This design comes from an exercise in tuning for small area, a short achievable clock period and few clock cycles per item on the open sky130 flow, not from production work.
Only simulation tests tie the RTL to the original design; equivalence was not proved.
Power and IR drop assume default switching activity.

==> flow/design.v (excerpt) <==
module pid_unit (
    input  wire        clk,
    input  wire        rst,
    input  wire        cmd_valid,
    output wire        cmd_ready,
    input  wire [3:0]  cmd_op,
    input  wire [31:0] cmd_data,
    input  wire [31:0] cmd_now,
    output reg  [31:0] kp,
    output reg  [31:0] ki,
    output reg  [31:0] kd,
    output reg  [31:0] maxi,
    output reg         dir_neg,
    output reg  [31:0] sgain,
    output reg  [31:0] i_acc,
    output reg  [31:0] prev_err,
    output reg  [31:0] prev_time,
    output reg  [31:0] servo_out,
    output reg         tb_valid,
    output reg         dt_zero,
    output reg  [1:0]  cmd_status
);
    localparam [31:0] KP_INIT     = 32'd52429;    
    localparam [31:0] KI_INIT     = 32'd0;
    localparam [31:0] KD_INIT     = 32'd26214;    
    localparam [31:0] MAXI_INIT   = 32'd327680;   
    localparam        DIRNEG_INIT = 1'b1;
    localparam [31:0] SGAIN_INIT  = 32'd65536;    
    localparam [3:0] OP_NOP = 4'h0, OP_RESET = 4'h1, OP_UPDATE = 4'h2,
                     OP_WR_KP = 4'h3, OP_WR_KI = 4'h4, OP_WR_KD = 4'h5,
                     OP_WR_MAXI = 4'h6, OP_WR_DIR = 4'h7, OP_WR_SGAIN = 4'h8;
    localparam [1:0] ST_OK = 2'd0, ST_RANGE = 2'd1, ST_ILLEGAL = 2'd2;
    reg        rdy;
    assign cmd_ready = rdy;
    wire accept = cmd_valid && rdy;
    reg [32:0] s_r;         
    reg [31:0] dt_r;        
    reg [33:0] d3_r;        
    reg [4:0]  dbl_r;       
    wire [31:0] e_new, dt_new;
    wire [32:0] s_new;
    wire        dt_is0;
    pid_in u_in (.tgt(cmd_data), .now(cmd_now), .prev_err(prev_err),
                 .prev_time(prev_time), .e_new(e_new), .s_new(s_new),
                 .dt_new(dt_new), .dt_is0(dt_is0));
    reg        m_d, m_i, m_p, m_done;    
    reg [3:0]  dsel;                     
    reg        mfirst;
    reg [64:0] acc;
    reg [4:0]  b_one, b_two, b_neg;      
    reg        neg_d;                    
    reg        sa_neg, sb_neg, sc_en, sc_neg, s_fin;    
    function [3:0] start_dig(input [31:0] g);
        begin
  ...
export LEC_CHECK = 0
export CAP_MARGIN = 20
export CORE_MARGIN = 2
export CORE_UTILIZATION = 40
export SLEW_MARGIN = 20
export SYNTH_HIERARCHICAL = 1
create_clock -name core_clock -period 17.5 [get_ports {clk}]
standard.sh (not shown) runs the stock make flow with config.mk's settings and CLKGATE_MAP_FILE= SYNTH_SCRIPT=/design/flow/synth_recipe.tcl, a recipe that flattens the netlist after the stock synthesis.
==> flow/flow/run.sh <==
#!/bin/bash
set -euo pipefail
bash standard.sh SETUP_SLACK_MARGIN=9.8 finish > make.log 2>&1
The first run finished with timing, DRC and antenna clean.
Testbench counts at the start, summed over its fixed seeds: cycles 13,832, items 1,600.
Change:
==> flow/flow/run.sh (replaced) <==
#!/bin/bash
set -euo pipefail
bash standard.sh SETUP_SLACK_MARGIN=10.5 finish > make.log 2>&1
Clock power hardly moves.
Wire length came out higher by 2.5%.
Worst hold slack stays flat.


pid_unit, a different RTL version from the one above (not shown whole).
==> flow/config.mk <==
export PLATFORM = sky130hd
export DESIGN_NAME = pid_unit
export DESIGN_NICKNAME = pid_unit
export VERILOG_FILES = /design/flow/design.v
export SDC_FILE = /design/flow/constraint.sdc
export NUM_CORES = 4
export LEC_CHECK = 0
export CAP_MARGIN = 20
export CORE_MARGIN = 2
export CORE_UTILIZATION = 50
export SLEW_MARGIN = 20
export SYNTH_HIERARCHICAL = 1
==> flow/constraint.sdc <==
create_clock -name core_clock -period 17.5 [get_ports {clk}]
set_input_delay 3.5000 -clock core_clock [delete_from_list [all_inputs] [get_ports {clk}]]
set_output_delay 3.5000 -clock core_clock [all_outputs]
set_load 0.01 [all_outputs]
==> flow/flow/run.sh <==
#!/bin/bash
set -euo pipefail
bash standard.sh "BUFFER_PORTS_ARGS=-buffer_cell sky130_fd_sc_hd__buf_2" \
    SETUP_SLACK_MARGIN=10.5 finish > make.log 2>&1
Testbench counts at the start, summed over its fixed seeds: cycles 13,832, items 1,600.
Next try:
==> flow/flow/run.sh (replaced) <==
#!/bin/bash
set -euo pipefail
bash standard.sh SETUP_SLACK_MARGIN=10.5 finish > make.log 2>&1
=> Total power shrinks slightly. Via count is about the same. Maximum frequency shrinks slightly. Die area does not change.

-- static timing again, ports no longer ideal --
No port has a modelled driver above. Below, the same layouts with a new extraction and two added sets of constraints. Step 1, drivers: a clkbuf_16 drives clk and a buf_2 each remaining input, both assumed. Step 2, shift: input delay + t, output delay - t, t = (earliest + latest rising clock arrival at the registers) / 2. This alone moves slack from input paths to output paths. a / b / c = ideal ports / drivers / drivers and shift; a / b = the first two.
run	t, ns	slack for setup (ns)	worst hold slack (ns)
the first run of note 1	0.774	9.973 / 9.994 / 9.247	0.446 / 0.446 / 0.446
the second run of note 1	0.779	10.555 / 10.555 / 9.856	0.446 / 0.446 / 0.446
the first run of note 2	0.774	10.595 / 10.595 / 9.940	0.453 / 0.453 / 0.453
the second run of note 2	0.757	10.573 / 10.608 / 9.871	0.456 / 0.456 / 0.456
After both steps every run listed still meets setup and hold. The setup slack of the first run of note 1, which loses most, moves by +0.021 ns with the drivers and by -0.726 ns with both steps.
